This design comes from an exercise in tuning for small area, a short achievable clock period and few clock cycles on the open sky130 flow, not from production work.
The RTL was checked by simulation tests, not by an equivalence proof against the original design.

===== run.sh =====
#!/bin/bash
# synth_recipe.tcl (not shown) runs the flow's synth.tcl, then flattens the netlist and writes it again
# the make line also repeats each setting of config.mk as NAME=value (left out here)
make -C /OpenROAD-flow-scripts/flow DESIGN_CONFIG=/design/flow/config.mk WORK_HOME=/design/flow/orfs CLKGATE_MAP_FILE= SYNTH_SCRIPT=/design/flow/synth_recipe.tcl finish

===== config.mk =====
export PLATFORM = sky130hd
export DESIGN_NAME = boo_encoder
export DESIGN_NICKNAME = boo_encoder
export VERILOG_FILES = /design/flow/design.v
export SDC_FILE = /design/flow/constraint.sdc
export NUM_CORES = 4
export LEC_CHECK = 0
export CAP_MARGIN = 20
export CORE_MARGIN = 2
export CORE_UTILIZATION = 40
export SETUP_SLACK_MARGIN = 2.8
export SLEW_MARGIN = 20

===== constraint.sdc =====
create_clock -name core_clock -period 5.0 [get_ports {clk}]
set_input_delay 1.0000 -clock core_clock [delete_from_list [all_inputs] [get_ports {clk}]]
set_output_delay 1.0000 -clock core_clock [all_outputs]
set_load 0.01 [all_outputs]

===== design.v =====
module boo_encoder (
  input  wire       clk,
  input  wire       rst,         
  input  wire       in_valid,
  output wire       in_ready,
  input  wire [7:0] in_data,
  input  wire       in_eof,
  input  wire       in_err,
  output wire       out_valid,
  input  wire       out_ready,
  output wire [7:0] out_data,
  input  wire       out_err,
  output wire [2:0] seq,
  output wire [1:0] err
);
  localparam [2:0] PH_HDR  = 3'b000,    
                   PH_HLF  = 3'b001,    
                   PH_DAT  = 3'b010,    
                   PH_TRL  = 3'b011,    
                   PH_DONE = 3'b110,
                   PH_ABR  = 3'b100,    
                   PH_ABW  = 3'b101;    
  localparam [1:0] PD_NONE = 2'd0, PD_LF = 2'd1, PD_C3 = 2'd2, PD_ZERO = 2'd3;
  localparam [7:0] CH_CR = 8'h0D, CH_LF = 8'h0A, CH_TL = 8'h7E, CH_0 = 8'h30;
  reg  [2:0] ph;
  reg  [1:0] pend;
  reg        ov;
  reg  [7:0] od;
  reg  [1:0] g;         
  reg  [6:0] acc;       
  reg  [5:0] col;       
  reg  [1:0] fill;      
  reg        hold_v;
  reg        hold_e;
  reg  [7:0] hold_b;
  assign out_valid = ov;
  assign out_data  = od;
  assign seq = {ph[2] & ~ph[1], ph[2] & ph[1], ph[1]};
  assign err = {ph[2] & ~ph[1] & ph[0], ph[2] & ~ph[1] & ~ph[0]};
  assign in_ready = ~hold_v & ~ph[2] & ~(ph[1] & ph[0]);
  wire in_fire  = in_valid & in_ready;
  wire out_fire = ov & out_ready;
  wire slot     = ~ov | out_ready;
  wire rd_fail  = in_fire & in_err;
  wire wr_fail  = out_fire & out_err;
  wire       src_v = hold_v | (in_fire & ~in_err);
  wire [7:0] sb    = hold_v ? hold_b : in_data;
  wire       se    = hold_v ? hold_e : in_eof;
  wire       sz    = (sb == 8'h00);
  wire       hdr   = (ph == PH_HDR);
  wire n0  = (acc == 7'd0);
  wire n1  = (acc == 7'd1);
  wire n78 = (acc == 7'd78);
  wire w4  = (col >= 6'd35);
  wire w2  = (col >= 6'd36);
  function [7:0] T(input [6:0] v);
    T = {1'b0, v} + 8'd48;
  endfunction
  wire sil = ~hdr & ~se & sz & (g == 2'd0) &
             ((pend == PD_C3) | n0 | (~n1 & ~n78));
  reg  [2:0] ph_n;
  reg  [1:0] pend_n, g_n, fill_n;
  reg  [6:0] acc_n;
  reg  [5:0] col_n;
  reg        emit;
  reg  [7:0] ch;
  reg        done;      
  always @* begin
    ph_n   = ph;
    pend_n = pend;
    g_n    = g;
    fill_n = fill;
    acc_n  = acc;
    col_n  = col;
    emit   = 1'b0;
    ch     = 8'h00;
    done   = 1'b0;
    if (pend != PD_NONE) begin
      if (slot) begin
        emit   = 1'b1;
        pend_n = PD_NONE;
        case (pend)
          PD_LF:   ch = CH_LF;
          PD_C3:   begin ch = T({1'b0, acc[5:0]}); acc_n = 7'd0; end
          default: ch = CH_0;
        endcase
      end
      if (src_v && sil && (slot || pend != PD_C3)) begin
        done  = 1'b1;
        acc_n = (pend == PD_C3) ? 7'd1 : acc + 7'd1;
      end
    end else if (src_v && sil) begin
      done  = 1'b1;
      acc_n = acc + 7'd1;
    end else if (src_v && slot) begin
      emit = 1'b1;
      if (hdr) begin
        done = 1'b1;
        if (se) begin
          ch     = CH_CR;
          pend_n = PD_LF;
          ph_n   = PH_HLF;
        end else begin
          ch = sb;
        end
      end else if (!se) begin
        if (g == 2'd1) begin
          ch    = T({1'b0, acc[1:0], sb[7:4]});
          acc_n = {3'b000, sb[3:0]};
          g_n   = 2'd2;
          done  = 1'b1;
        end else if (g == 2'd2) begin
          ch     = T({1'b0, acc[3:0], sb[7:6]});
          acc_n  = {1'b0, sb[5:0]};
          g_n    = 2'd0;
          pend_n = PD_C3;
          done   = 1'b1;
        end else if (sz) begin
          if (n1) begin
            if (w2) begin
              ch     = CH_CR;
              pend_n = PD_LF;
              col_n  = 6'd0;
            end else begin
              ch    = CH_TL;
              acc_n = 7'd2;
              col_n = col + 6'd1;
              done  = 1'b1;
            end
          end else begin                       
            ch    = CH_TL;                     
            acc_n = 7'd1;
            done  = 1'b1;
          end
        end else begin
          if (n0 || n1) begin
            if (w4) begin
              ch     = CH_CR;
              pend_n = PD_LF;
              col_n  = 6'd0;
            end else if (n0) begin
              ch    = T({1'b0, sb[7:2]});
              acc_n = {5'd0, sb[1:0]};
              g_n   = 2'd1;
              col_n = col + 6'd2;
              done  = 1'b1;
            end else begin                     
              ch    = CH_0;
              acc_n = 7'd0;
              g_n   = 2'd1;
              col_n = col + 6'd2;
            end
          end else begin                       
            ch    = T(acc);
            acc_n = 7'd0;
          end
        end
      end else begin                           
        if (g == 2'd1) begin
          ch     = T({1'b0, acc[1:0], 4'd0});
          acc_n  = 7'd0;
          g_n    = 2'd2;
          fill_n = 2'd2;
        end else if (g == 2'd2) begin
          ch     = T({1'b0, acc[3:0], 2'd0});
          acc_n  = 7'd0;
          g_n    = 2'd0;
          pend_n = PD_C3;
          if (fill == 2'd0) fill_n = 2'd1;
        end else if (n1) begin
          if (w4) begin
            ch     = CH_CR;
            pend_n = PD_LF;
            col_n  = 6'd0;
          end else begin
            ch    = CH_0;
            acc_n = 7'd0;
            g_n   = 2'd1;
            col_n = col + 6'd2;
          end
        end else if (!n0) begin
          ch    = T(acc);
          acc_n = 7'd0;
        end else if (fill != 2'd0) begin
          if (w2) begin
            ch     = CH_CR;
            pend_n = PD_LF;
            col_n  = 6'd0;
          end else begin
            ch     = CH_TL;
            pend_n = PD_ZERO;
            fill_n = fill - 2'd1;
            col_n  = col + 6'd1;
          end
        end else begin
          ch     = CH_CR;
          pend_n = PD_LF;
          ph_n   = PH_TRL;
          done   = 1'b1;
        end
      end
    end
    if (out_fire && pend == PD_NONE) begin
      if (ph == PH_HLF && ph_n == PH_HLF) ph_n = PH_DAT;
      if (ph == PH_TRL) ph_n = PH_DONE;
    end
  end
  always @(posedge clk) begin
    if (rst) begin
      ph     <= PH_HDR;
      pend   <= PD_NONE;
      ov     <= 1'b0;
      g      <= 2'd0;
      acc    <= 7'd0;
      col    <= 6'd0;
      fill   <= 2'd0;
      hold_v <= 1'b0;
    end else if (wr_fail) begin
      ph <= PH_ABW;
      ov <= 1'b0;
    end else if (rd_fail) begin
      ph <= PH_ABR;
      ov <= 1'b0;
    end else if (ph[2]) begin
      ov <= 1'b0;                       
    end else if (ph_n == PH_DONE) begin
      ph <= PH_DONE;
      ov <= 1'b0;
    end else begin
      ph   <= ph_n;
      pend <= pend_n;
      g    <= g_n;
      acc  <= acc_n;
      col  <= col_n;
      fill <= fill_n;
      if (slot) ov <= emit;
      if (emit) od <= ch;
      if (hold_v) begin
        if (done) hold_v <= 1'b0;
      end else if (src_v && !done) begin
        hold_v <= 1'b1;
        hold_b <= in_data;
        hold_e <= in_eof;
      end
    end
  end
endmodule

==> impl_metrics.tcl, run 1 <==
set metrics [dict create \
    status "finished clean" \
    arrival_ns 3.15 \
    fillCellCount 696 \
    dieWidth_um 96.9 \
    yosys.area_share.simple_pct 23.0 \
    max_freq_mhz 344 \
    max-clock-path-buffers 2 \
    cts_sinks 41 \
    track_usage_pct 26.4 \
    reg2regPathDepth 10 \
    routed_wl_mm 12.7 \
    place.gp.congestion 0.940 \
    drc 0 \
    fin_crit_sh_pct 58.1 \
    grt_setup_unrepaired "yes" \
    io_buffer_count 29 \
    die_y_um 96.9 \
    fin_ws_ns 2.10 \
    hold_class "reg2reg" \
    slew_headroom_pct 33.9 \
    initial_utilization_pct 41.6 \
    area_delta_synth_final_pct 45.6 \
    worst_clock_skew_ns 0.00965 \
    grt_pass1_wl_mm 20.2 \
    worst_pin_slew_ns 0.984 \
    critPathLaunchType "input port" \
    coreArea_um2 8300 \
    crit_type "in2reg" \
    drt_iter0_drc 477 \
    setup_viol 0 \
    grt_pass1_vias 3911 \
    synth_area_um2 3450 \
    synth_fa_ha_area_share_pct 8.33 \
    vias 4043 \
    syn_nets 473 \
    htreeDepth 2 \
    final.min_clock_period_ns 2.90 \
    via_per_inst 6.52 \
    holdPathStages 2 \
    cts_buffers 5 \
    grt_max_degree 27 \
    synth_cell_types 69 \
    ios 30 \
    synth-seq-area-share_pct 28.7 \
    num_rows 33 \
    antenna_left 0 \
    diodes 0 \
    async_flop_share_pct 0 \
    yosysWarnings 1 \
    placedCellCount 543 \
    synthXorXnorAreaFrac_pct 0.254 \
    setup_tns_ns 0 \
    hold_viol_final 0 \
    max-cap-violations 0 \
    firstDrtPassIters 6 \
    antenna_found_initial 0 \
    postCtsHoldBufs 0 \
    endpoint_kind "flip-flop" \
    synthFlopType "dfxtp_1" \
    cp.required_ns 5.24 \
    wl_per_cell_um 20.5 \
    fin_cells 620 \
    cts_tree "done" \
    pre_cts_slack_ns 1.02 \
    synth_top_family_by_area "compound AO/OA/AOI/OAI gates" \
    clock_latency_ns 0.30 \
    grt-ovfl-total 0 \
    ff2ff_setup_slack_ns 2.26 \
    synthCells 435 \
    dp_hpwl_mm 8.28 \
    drv_slew 0 \
    syn-mean-instance-area_um2 7.94 \
    synth_compound_area_share_pct 30.4 \
    synth-seq-cells 41 \
    final_nets 552 \
    worst-path-max-fanout 4 \
    final_layout_size_suffix_gt1_share_pct 37.1 \
    dieArea_um2 9400 \
    synthMuxAreaShare_pct 3.37 \
    cts-root-buf "clkbuf_8" \
    clk_pin_slew_ns 0.09 \
    synth_enable_flop_cells 17 \
]
## cell type report
| type | count | area [µm²] | area share [%] |
|---|---|---|---|
| tap | 105 | 131 | 2.61 |
| clock inverter | 2 | 10.0 | 0.199 |
| clock buffer | 6 | 72.6 | 1.44 |
| sequential | 41 | 1020 | 20.4 |
| multi-input combinational | 345 | 2790 | 55.5 |
| inverter | 19 | 76.3 | 1.52 |
| timing repair buffer | 102 | 925 | 18.4 |
## cell usage after synthesis, drive strengths merged, types with 3 or more instances
master | instances | area, µm²
nand2 | 36 | 135
o31ai | 4 | 30.0
o2111ai | 5 | 43.8
nor4b | 3 | 32.5
a31oi | 6 | 37.5
edfxtp | 17 | 510
dfxtp | 24 | 480
mux2i | 6 | 60.1
nor2b | 6 | 37.5
nand2b | 4 | 25.0
a221oi | 6 | 52.6
a22oi | 3 | 22.5
o221ai | 4 | 35.0
a221o | 3 | 30.0
o22ai | 3 | 18.8
and2 | 6 | 37.5
inv | 19 | 71.3
buf | 12 | 68.8
o21ai | 33 | 165
nor3 | 16 | 85.1
nand3 | 20 | 100
a211o | 3 | 26.3
clkbuf | 18 | 67.6
mux2 | 5 | 56.3
a21oi | 33 | 169
o211ai | 4 | 30.0
ha | 23 | 288
nor2 | 44 | 165
a32oi | 6 | 52.6
a211oi | 9 | 67.6
nor4 | 4 | 25.0
nand4 | 6 | 37.5
## worst max-delay path: stages
cell       delay, ns
buf_6           0.10
mux2i_4         0.16
ha_2            0.20
nor4b_4         0.22
and2_4          0.24
o2111ai_4       0.14
a211oi_2        0.32
o21ai_2         0.12
or4_1           0.52
a21oi_1         0.13
## kinds of logic (layout without fill, tap and decap cells)
group / Yosys count / after routing
DFF: 41 / 41
AOI/OAI and AO/OA: 150 / 150
adders and majority gates: 23 / 23
buffers and inverters: 49 / 129
and+or+nand+nor: 160 / 160
xor gates and xnor gates: 1 / 1
muxes: 11 / 11
## routing by layer
metal	GRT usage [%]	routed length, µm	up-vias
met5	0	0	-
met4	11.6	588	0
met3	5.20	1020	65
met2	42.7	5880	236
met1	34.0	5250	1925
li1	-	-	1817
## state kept, by name, summed over array words and instances (netlist names)
signal,count
acc,7
col,6
fill,2
g,2
hold_b,8
hold_e,1
hold_v,1
od,8
ov,1
pend,2
ph,3
## through the flow
| stage | hold slack, ns | util [%] | cell area (µm²) |
|---|---|---|---|
| 6_report | 0.484 | 60.6 | 5030 |
| 5_1_grt | 0.523 | 60.6 | 5030 |
| 4_1_cts | 0.492 | 57.4 | 4760 |
| 3_5_place_dp | 0.477 | 47.3 | 3930 |
| 3_3_place_gp | 0.460 | 47.3 | 3930 |
| 2_1_floorplan | 0.444 | - | 3630 |
## path summary, 6_finish.rpt
kind,startpoint,end
min,fill[1],fill[1]
min reg2reg,fill[1],fill[1]
max,in_data[7],acc[6]
max reg2reg,acc[0],col[3]
## placed cells by master, fill, tap and decap left out, types with 4 or more instances in the layout
cell type	synthesis	routed
ha_2	0	5
nor3_1	15	12
nand2_2	0	5
a21oi_1	32	28
nand4_1	6	6
o21ai_1	2	9
nor3_2	1	4
buf_6	1	22
dfxtp_4	0	8
nand3_1	20	17
nand2_1	36	29
clkdlybuf4s50_1	0	10
clkbuf_8	0	5
o211ai_1	4	4
nor2_1	44	37
dfxtp_1	24	13
edfxtp_1	17	17
nor2_4	0	5
nor2b_1	6	6
o21ai_2	0	6
inv_1	19	13
a32oi_1	6	6
mux2_2	5	4
buf_4	2	50
a211oi_1	9	7
a31oi_1	6	4
ha_1	23	16
o21ai_0	31	17
inv_2	0	4
dlygate4sd2_1	0	11
## what timing repair did
item	CTS	global route
cloned	0	0
setup buffers	56	13
setup endpoints to repair	55	52
gates resized for setup	140	45
hold endpoints to repair	0	0
pin swaps	43	34
Testbench counts, summed over its fixed seeds: cycles 37,663.
==> run 2: changes to the inputs <==
--- a/config.mk
+++ b/config.mk
@@ -10,3 +10,3 @@
 export CORE_UTILIZATION = 40
-export SETUP_SLACK_MARGIN = 2.8
+export SETUP_SLACK_MARGIN = 2.0
 export SLEW_MARGIN = 20
==> impl_metrics.tcl, run 2 <==
set metrics [dict create \
    coreArea_um2 8300 \
    setup_viol 0 \
    diodes 0 \
    grt-ovfl-total 0 \
    crit_type "in2reg" \
    synth_cell_types 69 \
    firstDrtPassIters 6 \
    track_usage_pct 24.7 \
    final_layout_size_suffix_gt1_share_pct 19.8 \
    io_buffer_count 29 \
    synth_enable_flop_cells 17 \
    antenna_left 0 \
    grt_setup_unrepaired "yes" \
    final_cell_mix "nor2_1 (41), nand2_1 (34), a21oi_1 (30)" \
    drt_iter0_drc 587 \
    syn-mean-instance-area_um2 7.94 \
    final_nets 511 \
    worst_pin_slew_ns 0.922 \
    dp_hpwl_mm 8.47 \
    worst-path-max-fanout 9 \
    fin_cells 579 \
    wl_per_cell_um 20.7 \
    area_delta_synth_final_pct 26.0 \
    initial_utilization_pct 41.6 \
    fin_crit_sh_pct 58.9 \
    max-cap-violations 0 \
    arrival_ns 3.00 \
    dieArea_um2 9400 \
    grt_pass1_vias 3432 \
    synth_area_um2 3450 \
    grt_max_degree 19 \
    synthCells 435 \
    worst_hold_slack_ns 0.475 \
    drv_slew 0 \
    cp.required_ns 5.06 \
    drc 0 \
    slew_headroom_pct 38.0 \
    cts_buffers 5 \
    synth-seq-area-share_pct 28.7 \
    endpoint_kind "flip-flop" \
    async_flop_share_pct 0 \
    yosysWarnings 1 \
    ios 30 \
    yosysTopAreaCell "edfxtp_1" \
    cts-root-buf "clkbuf_8" \
    max-clock-path-buffers 2 \
    yosys-top-cells-count "nor2_1 (44), nand2_1 (36), a21oi_1 (32), o21ai_0 (31), dfxtp_1 (24)" \
    synth-seq-cells 41 \
    place.gp.congestion 0.957 \
    hold_class "reg2reg" \
    critPathLaunchType "input port" \
    placedCellCount 544 \
    routed_wl_mm 12.0 \
    status "finished clean" \
    regArea_um2 1000 \
    final_common_cell "nor2_1" \
    synth_area_leaders "edfxtp_1 (15%), dfxtp_1 (14%), ha_1 (8.3%)" \
    max_freq_mhz 339 \
    clock_latency_ns 0.31 \
    synth_top_cell_area_share_pct 14.8 \
    setup_tns_ns 0 \
    antenna_found_initial 0 \
    clk_pin_slew_ns 0.08 \
    cts_tree "done" \
    multi_input_area_um2 2540 \
    synthFlopType "dfxtp_1" \
    grt_pass1_wl_mm 18.7 \
    largestRegisters "hold_b (8), od (8), acc (7)" \
    die_y_um 96.9 \
    fillCellCount 824 \
    worst_clock_skew_ns 0.0200 \
    hold_viol_final 0 \
    synth.most_common_cell "nor2_1" \
    htreeDepth 2 \
    syn_nets 473 \
    final.min_clock_period_ns 2.95 \
    dieWidth_um 96.9 \
    cts_sinks 41 \
    num_rows 33 \
    via_per_inst 6.50 \
    vias 3761 \
]
run 2: timing repair:
item	CTS	global route
buffers inserted	16	9
resized for setup	32	37
setup endpoints to repair	45	40
pin swaps	9	14
gates cloned	2	0
hold buffers	0	0
run 2: critical path, cell delays in order:
cell,delay [ns]
clkdlybuf4s50_1,0.51
mux2_4,0.24
buf_4,0.15
a21oi_4,0.05
buf_4,0.16
a211oi_4,0.30
buf_4,0.19
nand2_1,0.05
o21ai_0,0.36
run 2: cell families (layout without fill, tap and decap cells):
| kind of cell | after synthesis | after routing | synth area share [%] |
|---|---|---|---|
| AOI/OAI and AO/OA | 150 | 151 | 30.4 |
| xor gates and xnor gates | 1 | 1 | 0.254 |
| adders and majority gates | 23 | 23 | 8.33 |
| buffers and inverters | 49 | 86 | 6.01 |
| DFF | 41 | 41 | 28.7 |
| muxes | 11 | 11 | 3.37 |
| and+or+nand+nor | 160 | 161 | 23.0 |
run 2: final timing paths:
path                            startpoint  endpoint  slack (ns)  cells past startpoint
worst max-delay path                in_eof     od[6]        2.05                      9
worst min-delay path               fill[0]   fill[0]        0.48                      2
worst max register to register      acc[3]     od[6]        2.11                      9
worst min register to register     fill[0]   fill[0]        0.48                      2
run 2: cell type report:
| class | instances | share of cell area (%) |
|---|---|---|
| clock inverter | 3 | 0.287 |
| sequential | 41 | 23.1 |
| tap | 105 | 3.02 |
| clock buffer | 5 | 1.58 |
| inverter | 19 | 1.72 |
| timing repair buffer | 59 | 12.0 |
| multi-input combinational | 347 | 58.4 |
run 2: per-layer routing:
metal	up-vias	part of all wire, %	GRT usage [%]
met5	-	0	0
met3	45	8.4	5.27
met1	1775	44	33.8
met2	207	44	38.5
li1	1734	-	-
met4	0	4.0	8.99
run 2: stage by stage:
stage / worst slack [ns] / cell area (µm²) / utilization (%)
CTS: 1.97 / 4190 / 50.5
detailed placement: 0.849 / 3850 / 46.4
global placement: 0.989 / 3850 / 46.4
finish: 2.05 / 4350 / 52.4
global route: 1.98 / 4350 / 52.4
floorplan: 1.97 / 3530 / -
==> run 3: changes to the inputs <==
--- a/config.mk
+++ b/config.mk
@@ -7,2 +7,3 @@
 export LEC_CHECK = 0
+export ABC_AREA = 1
 export CAP_MARGIN = 20
==> impl_metrics.tcl, run 3 <==
set metrics [dict create \
    syn-mean-instance-area_um2 6.76 \
    slew_headroom_pct 50.1 \
    r2r-end "hold_b[7]" \
    async_flop_share_pct 0 \
    synthCells 544 \
    worst_pin_slew_ns 0.747 \
    holdPathStages 2 \
    area_delta_synth_final_pct 26.2 \
    fin_crit_sh_pct 58.4 \
    max-cap-violations 0 \
    arrival_ns 2.95 \
    dp_hpwl_mm 9.04 \
    place.gp.congestion 1.00 \
    cp.required_ns 5.03 \
    drv_slew 0 \
    io_buffer_count 29 \
    firstDrtPassIters 5 \
    cts_sinks 41 \
    drt_iter0_drc 453 \
    routed_wl_mm 12.4 \
    die_y_um 99.9 \
    grt_setup_unrepaired "no" \
    cts_buffers 5 \
    synth_top_cell_area_share_pct 13.9 \
    rr_startpoint "acc[0]" \
    hold_start "fill[1]" \
    fillCellCount 879 \
    yosysWarnings 1 \
    initial_utilization_pct 41.8 \
    synth_enable_flop_cells 17 \
    final_layout_size_suffix_gt1_share_pct 22.5 \
    postCtsHoldBufs 0 \
    synth-seq-area-share_pct 26.9 \
    syn_nets 582 \
    fin_cells 716 \
    reg2regPathDepth 20 \
    diodes 0 \
    critPathLaunchType "input port" \
    min_to "fill[1]" \
    via_per_inst 5.66 \
    synth-seq-cells 41 \
    largestRegisters "hold_b (8), od (8), acc (7)" \
    final_cell_mix "nand2_1 (112), inv_1 (62), nor2_1 (51)" \
    max-clock-path-buffers 2 \
    num_rows 34 \
    worst-path-max-fanout 5 \
    synth_area_leaders "edfxtp_1 (14%), dfxtp_1 (13%), nand2_1 (13%)" \
    dieArea_um2 9980 \
    ff2ff_setup_slack_ns 2.11 \
    yosysTopAreaCell "edfxtp_1" \
    clk_pin_slew_ns 0.09 \
    hold_class "reg2reg" \
    yosys-top-cells-count "nand2_1 (126), inv_1 (71), nor2_1 (58), o21ai_0 (38), nand3_1 (32)" \
    final_common_cell "nand2_1" \
    drc 0 \
    max_freq_mhz 343 \
    hold_viol_final 0 \
    final.min_clock_period_ns 2.92 \
    multi_input_area_um2 2400 \
    cts-root-buf "clkbuf_8" \
    synth_area_um2 3680 \
    grt_max_degree 22 \
    grt_pass1_wl_mm 19.7 \
    ios 30 \
    coreArea_um2 8810 \
    antenna_found_initial 0 \
    vias 4053 \
    track_usage_pct 25.1 \
    wl_per_cell_um 17.4 \
    htreeDepth 2 \
    endpoint_kind "flip-flop" \
    synthFlopType "dfxtp_1" \
    clock_latency_ns 0.30 \
    regArea_um2 996 \
    worst_clock_skew_ns 0.00581 \
    setup_viol 0 \
    placedCellCount 666 \
    synth_cell_types 47 \
    synth.most_common_cell "nand2_1" \
    grt-ovfl-total 0 \
    crit_type "in2reg" \
    dieWidth_um 99.9 \
    cts_tree "done" \
    status "finished clean" \
    final_nets 645 \
    antenna_left 0 \
    setup_tns_ns 0 \
    grt_pass1_vias 3822 \
]
## run 3: metal layers
metal  global-route usage, %  wire length [µm]  vias up
met5                       0                 0        -
met4                    10.3               463        0
met3                    4.60               976       40
met2                    40.8              5700      215
met1                    32.9              5310     1862
li1                        -                 -     1936
## run 3: how the worst max path moves through the flow
stage	start	to	slack, ns	cells after the start
after floorplan	in_data[7]	hold_b[0]	2.01	18
final	in_valid	hold_b[7]	2.08	17
after global routing	in_valid	hold_b[7]	1.97	17
after detailed placement	in_data[7]	hold_b[4]	1.24	19
after global placement	in_data[7]	hold_b[4]	1.35	19
after CTS	in_eof	hold_b[7]	2.00	15
## run 3: critical path: stages
cell,delay [ns]
clkdlybuf4s50_1,0.48
nand4_1,0.12
nand2_2,0.12
inv_2,0.07
nor2_4,0.10
nand2_4,0.08
nand3_2,0.07
nand2_1,0.07
nand2_2,0.07
o21ai_2,0.06
nand2_1,0.07
clkinv_2,0.05
nand2_2,0.05
nand4_1,0.12
nor2_4,0.18
buf_6,0.12
buf_12,0.10
## run 3: repair_timing
| item | in CTS | in global routing |
|---|---|---|
| gates cloned | 1 | 0 |
| hold endpoints to repair | 0 | 0 |
| buffers inserted | 28 | 13 |
| setup endpoints to repair | 29 | 33 |
| resized for setup | 30 | 38 |
| pin swaps | 16 | 17 |
## run 3: through the flow
stage                     area [µm²]  setup slack (ns)  util, %  hold slack (ns)
final                           4640              2.08     52.7            0.472
after detailed placement        4010              1.24     45.5            0.460
after global placement          4010              1.35     45.5            0.452
after global routing            4640              1.97     52.7            0.514
after floorplan                 3690              2.01        -            0.433
after CTS                       4470              2.00     50.8            0.473
## run 3: kinds of logic after synthesis
family	Yosys count	share of synthesized area, %
AOI/OAI and AO/OA	116	19.5
xor gates and xnor gates	8	1.90
adders and majority gates	23	7.82
buffers and inverters	100	11.7
DFF	41	26.9
and+or+nand+nor	256	32.1
## run 3: cell type report
type                       instances  area share (%)
clock inverter                     3            1.40
multi-input combinational        403            51.6
inverter                          84            6.93
sequential                        41            21.5
timing repair buffer              72            14.2
clock buffer                       5            1.48
tap                              108            2.91
==> run 4: changes to the inputs <==
--- a/config.mk
+++ b/config.mk
@@ -7,3 +7,2 @@
 export LEC_CHECK = 0
-export ABC_AREA = 1
 export CAP_MARGIN = 20
@@ -11,3 +10,3 @@
 export CORE_UTILIZATION = 40
-export SETUP_SLACK_MARGIN = 2.0
+export SETUP_SLACK_MARGIN = 1.5
 export SLEW_MARGIN = 20
==> impl_metrics.tcl, run 4 <==
set metrics [dict create \
    status "finished clean" \
    fin_crit_sh_pct 69.1 \
    cts-root-buf "clkbuf_8" \
    initial_utilization_pct 41.6 \
    setup_tns_ns 0 \
    synth_top_cell_area_share_pct 14.8 \
    coreArea_um2 8300 \
    final.min_clock_period_ns 3.46 \
    max-clock-path-buffers 2 \
    final_common_cell "nor2_1" \
    worst_pin_slew_ns 0.960 \
    grt_pass1_vias 3306 \
    dieArea_um2 9400 \
    met1Wirelength_mm 4.84 \
    synth.most_common_cell "nor2_1" \
    htreeDepth 2 \
    worst_clock_skew_ns 0.00922 \
    final_cell_mix "nor2_1 (43), nand2_1 (36), o21ai_0 (31), a21oi_1 (31), clkdlybuf4s50_1 (29)" \
    yosysTopAreaCell "edfxtp_1" \
    placed_area_um2 3810 \
    topRoutingLayerUsed "met4" \
    worst-path-max-fanout 7 \
    place.gp.congestion 0.992 \
    setup_viol 0 \
    firstDrtPassIters 8 \
    track_usage_pct 22.8 \
    fin_ws_ns 1.54 \
    async_flop_share_pct 0 \
    synthFlopType "dfxtp_1" \
    critical_path.slowest_cell "nor3_1" \
    hold_class "reg2reg" \
    dieWidth_um 96.9 \
    wl_met3_um 981 \
    die_y_um 96.9 \
    num_rows 33 \
    rr_startpoint "hold_v" \
    wl_met2_mm 4.90 \
    vias 3681 \
    cts_buffers 5 \
    ff2ff_setup_slack_ns 1.72 \
    max-cap-violations 0 \
    holdPathStages 2 \
    synth-seq-area-share_pct 28.7 \
    antenna_found_initial 0 \
    drc 0 \
    routed_wl_mm 11.2 \
    syn_nets 473 \
    synth_enable_flop_cells 17 \
    hold_viol_final 0 \
    reg2regPathDepth 9 \
    yosys-top-cells-count "nor2_1 (44), nand2_1 (36), a21oi_1 (32), o21ai_0 (31), dfxtp_1 (24)" \
    grt_pass1_wl_mm 17.5 \
    cts_tree "done" \
    syn-mean-instance-area_um2 7.94 \
    area_delta_synth_final_pct 18.8 \
    largestRegisters "hold_b (8), od (8), acc (7)" \
    arrival_ns 3.67 \
    synth-seq-cells 41 \
    pre_cts_slack_ns 0.684 \
    dp_hpwl_mm 8.24 \
    via_per_inst 6.54 \
    wl_per_cell_um 19.9 \
    slew_headroom_pct 35.7 \
    ios 30 \
    synth_cell_types 69 \
    min_to "fill[0]" \
    yosysWarnings 1 \
    final_layout_size_suffix_gt1_share_pct 11.4 \
    io_buffer_count 29 \
    r2r-end "acc[6]" \
    synthCells 435 \
    drt_iter0_drc 488 \
    clk_pin_slew_ns 0.08 \
    hold_start "fill[0]" \
    crit_path_max_incr_delay_ns 0.54 \
    grt_max_degree 27 \
    post-route-util_pct 49.4 \
    cts_sinks 41 \
    diodes 0 \
    final_area_um2 4100 \
    synth_area_leaders "edfxtp_1 (15%), dfxtp_1 (14%), ha_1 (8.3%)" \
    final_nets 495 \
    synth_area_um2 3450 \
    critPathLaunchType "input port" \
    clock_latency_ns 0.30 \
    max_freq_mhz 289 \
    drv_slew 0 \
    path_cells "clkdlybuf4s50_1, mux2i_4, ha_1, nor4b_4, and2_4, nor3_1, o21ai_0, a21boi_2, a21oi_1, a211oi_1" \
    crit_type "in2reg" \
    cp.required_ns 5.21 \
    grt_setup_unrepaired "yes" \
    grt-ovfl-total 0 \
    endpoint_kind "flip-flop" \
    antenna_left 0 \
]
==> run 4: cell count changes after synthesis, sizes merged, moves of 7 or more <==
cell | previous run | this run
nand2 | 140 | 36
inv | 82 | 19
nor2 | 65 | 44
clkbuf | 4 | 18
nand3 | 33 | 20
o21ai | 44 | 33
nor3 | 7 | 16
o22ai | 10 | 3
xor2 | 7 | 0
==> run 4: metal layers <==
metal,GRT usage [%],up-vias
li1,-,1699
met1,31.9,1707
met2,34.4,219
met3,4.19,56
met4,9.32,0
met5,0,-
==> run 4: final cells by class <==
type	instances	area, µm²
repair buffers	45	410
clock inverters	3	68.8
fillers	836	4200
inverters	19	71.3
well taps	105	131
flip-flops and latches	41	991
clock buffers	5	68.8
multi-input cells	345	2360
==> run 4: metrics by stage <==
step                hold WS, ns  instances
finish                    0.477        563
global route              0.509        563
CTS                       0.481        556
detailed placement        0.468        547
global placement          0.460        547
floorplan                 0.444        435
==> run 4: cell families (layout without fill, tap and decap cells) <==
kind of cell | count (synthesis) | in the layout | synth area share, %
AOI/OAI and AO/OA | 150 | 150 | 30.4
xor gates and xnor gates | 1 | 1 | 0.254
adders and majority gates | 23 | 23 | 8.33
buffers and inverters | 49 | 72 | 6.01
DFF | 41 | 41 | 28.7
muxes | 11 | 11 | 3.37
and+or+nand+nor | 160 | 160 | 23.0
==> run 4: how the worst max path moves through the flow <==
stage | startpoint | end | slack [ns]
after floorplan | in_data[6] | acc[6] | 1.56
after CTS | in_data[6] | acc[6] | 1.36
after global routing | in_data[7] | col[5] | 1.46
final | in_data[7] | col[3] | 1.54
after detailed placement | in_data[6] | acc[6] | 0.68
after global placement | in_data[6] | acc[6] | 0.73
==> run 4: critical path: cells and delay by family <==
kind,cells,cell delay (ns)
AO/OA/AOI/OAI,4,0.94
AND/OR/NAND/NOR,3,0.85
adder cells (fa/ha/maj),1,0.24
multiplexers,1,0.10
buffers and inverters,1,0.53
==> run 4: what timing repair did <==
action,in CTS,in global routing
setup endpoints to repair,40,35
gates resized for setup,10,10
buffers inserted,1,7
hold buffers,0,0
pin swaps,0,3
==> run 5: changes to the inputs <==
--- a/config.mk
+++ b/config.mk
@@ -10,3 +10,2 @@
 export CORE_UTILIZATION = 40
-export SETUP_SLACK_MARGIN = 1.5
 export SLEW_MARGIN = 20
==> impl_metrics.tcl, run 5 <==
set metrics [dict create \
    fillCellCount 811 \
    path_cells "clkdlybuf4s50_1, mux2i_1, ha_1, nor4b_1, and2_1, o2111ai_1, a211oi_1, o21ai_1, or4_1, a21oi_1" \
    final_layout_size_suffix_gt1_share_pct 6.44 \
    setup_viol 0 \
    drv_slew 0 \
    synth.most_common_cell "nor2_1" \
    cts_buffers 5 \
    grt_max_degree 27 \
    synth_area_leaders "edfxtp_1 (15%), dfxtp_1 (14%), ha_1 (8.3%)" \
    vias 3661 \
    critPathBufInv 1 \
    area_delta_synth_final_pct 13.3 \
    cts-root-buf "clkbuf_8" \
    dieWidth_um 96.9 \
    yosys-top-cells-count "nor2_1 (44), nand2_1 (36), a21oi_1 (32), o21ai_0 (31), dfxtp_1 (24)" \
    die_y_um 96.9 \
    synth_top_cell_area_share_pct 14.8 \
    postCtsHoldBufs 0 \
    synth_enable_flop_cells 17 \
    synth-seq-cells 41 \
    grt_setup_unrepaired "no" \
    max_freq_mhz 244 \
    initial_utilization_pct 41.6 \
    synth_area_um2 3450 \
    dp_hpwl_mm 8.48 \
    routed_wl_mm 11.4 \
    clk_pin_slew_ns 0.09 \
    final_cell_mix "nor2_1 (44), nand2_1 (36), a21oi_1 (32)" \
    grt-ovfl-total 0 \
    htreeDepth 2 \
    firstDrtPassIters 6 \
    status "finished clean" \
    max-clock-path-buffers 2 \
    antenna_found_initial 0 \
    antenna_left 0 \
    yosysWarnings 1 \
    wl_per_cell_um 20.5 \
    ff2ff_setup_slack_ns 1.48 \
    ios 30 \
    max-cap-violations 0 \
    synthFlopType "dfxtp_1" \
    num_rows 33 \
    async_flop_share_pct 0 \
    grt_pass1_wl_mm 18.2 \
    worst-path-max-fanout 8 \
    drc 0 \
    synthCells 435 \
    largestRegisters "hold_b (8), od (8), acc (7)" \
    worst_clock_skew_ns 0.0102 \
    critical_path.slowest_cell "or4_1" \
    synth_cell_types 69 \
    syn-mean-instance-area_um2 7.94 \
    diodes 0 \
    cts_sinks 41 \
    track_usage_pct 23.9 \
    fin_crit_sh_pct 82.1 \
    hold_viol_final 0 \
    cts_tree "done" \
    final_nets 487 \
    yosysTopAreaCell "edfxtp_1" \
    io_buffer_count 29 \
    coreArea_um2 8300 \
    cp.required_ns 5.23 \
    slew_headroom_pct 34.9 \
    clock_latency_ns 0.30 \
    final.min_clock_period_ns 4.11 \
    syn_nets 473 \
    crit_path_max_incr_delay_ns 0.55 \
    drt_iter0_drc 460 \
    post-route-util_pct 47.1 \
    hold_class "reg2reg" \
    cts_setup_buffers 0 \
    grt_pass1_vias 3351 \
    endpoint_kind "flip-flop" \
    worst_pin_slew_ns 0.973 \
    final_common_cell "nor2_1" \
    place.gp.congestion 0.984 \
    setup_tns_ns 0 \
    via_per_inst 6.60 \
    crit_type "in2reg" \
    arrival_ns 4.34 \
    critPathLaunchType "input port" \
    synth-seq-area-share_pct 28.7 \
    cts_resized 0 \
    cp_top_family "simple AND/OR/NAND/NOR gates" \
    dieArea_um2 9400 \
]
run 5: cell counts after synthesis:
No cell type changed its count.
run 5: kinds of logic (layout without fill, tap and decap cells):
group | Yosys count | after routing | synth area share (%)
buffers and inverters | 49 | 64 | 6.01
AO/OA/AOI/OAI | 150 | 150 | 30.4
XOR/XNOR | 1 | 1 | 0.254
flip-flops | 41 | 41 | 28.7
multiplexers | 11 | 11 | 3.37
AND/OR/NAND/NOR | 160 | 160 | 23.0
adder cells (fa/ha/maj) | 23 | 23 | 8.33
run 5: final cells by class:
class                      instances  area [µm²]  area share [%]
tap                              105         131            3.36
clock buffer                       6        72.6            1.85
multi-input combinational        345        2260            57.8
clock inverter                     2        33.8           0.863
sequential                        41         991            25.3
inverter                          19        71.3            1.82
timing repair buffer              37         350            8.95
run 5: through the flow:
stage | hold slack [ns] | cell area, µm² | instances | worst slack [ns]
2_1_floorplan | 0.444 | 3450 | 435 | 0.879
3_3_place_gp | 0.458 | 3810 | 547 | 0.776
3_5_place_dp | 0.472 | 3810 | 547 | 0.676
4_1_cts | 0.484 | 3910 | 555 | 0.980
5_1_grt | 0.521 | 3910 | 555 | 0.638
6_report | 0.482 | 3910 | 555 | 0.893
run 5: worst min-delay path, cell delays in order, from the launching register on:
cell and delay, ns:
dfxtp_1 0.31, inv_1 0.06, a211oi_1 0.07
run 5: routing by layer:
layer  up-vias  global-route usage (%)  share of wire, %
li1       1686                       -                 -
met1      1694                    33.5                43
met2       242                    36.2                43
met3        39                    5.20               9.5
met4         0                    8.34               3.7
met5         -                       0                 0
run 5: worst paths after layout:
path | start | end | cells past startpoint
setup reg to reg | acc[0] | g[0] | 9
hold reg to reg | fill[1] | fill[1] | 2
hold / removal | fill[1] | fill[1] | 2
setup / recovery | in_data[6] | acc[6] | 10

==> what the ideal ports hide <==
In the flow no input, the clock included, has a driving cell. The finished layouts below were timed again as built, in two steps.
Step 1 (the two cells are an assumption about what drives the block):
set clk [get_ports {clk}]
set_driving_cell -lib_cell sky130_fd_sc_hd__clkbuf_16 $clk
set_driving_cell -lib_cell sky130_fd_sc_hd__buf_2 [delete_from_list [all_inputs] $clk]
Step 2 times the ports against the registers' clock, not the clock port: input delays grow and output delays shrink by t, the midpoint of the rising clock arrivals with the driver on.
a / b / c = no drivers / after step 1 / after step 2; a / b = the first two.
| run | t (ns) | setup slack, ns | clock arrival spread, ns | worst slew at a driven data input, ns |
|---|---|---|---|---|
| run 1 | 0.328 | 2.095 / 2.092 / 1.764 | 0.009 / 0.010 | 0.05 |
| run 2 | 0.340 | 2.053 / 2.067 / 1.727 | 0.020 / 0.020 | 0.03 |
| run 3 | 0.332 | 2.081 / 2.088 / 1.756 | 0.005 / 0.006 | 0.04 |
| run 4 | 0.326 | 1.543 / 1.548 / 1.222 | 0.010 / 0.010 | 0.03 |
| run 5 | 0.326 | 0.893 / 0.902 / 0.576 | 0.011 / 0.010 | 0.03 |
After both steps setup and hold are still met in every run listed. The setup slack of run 1, which loses most, moves by -0.003 ns with the drivers and by -0.331 ns with both steps.
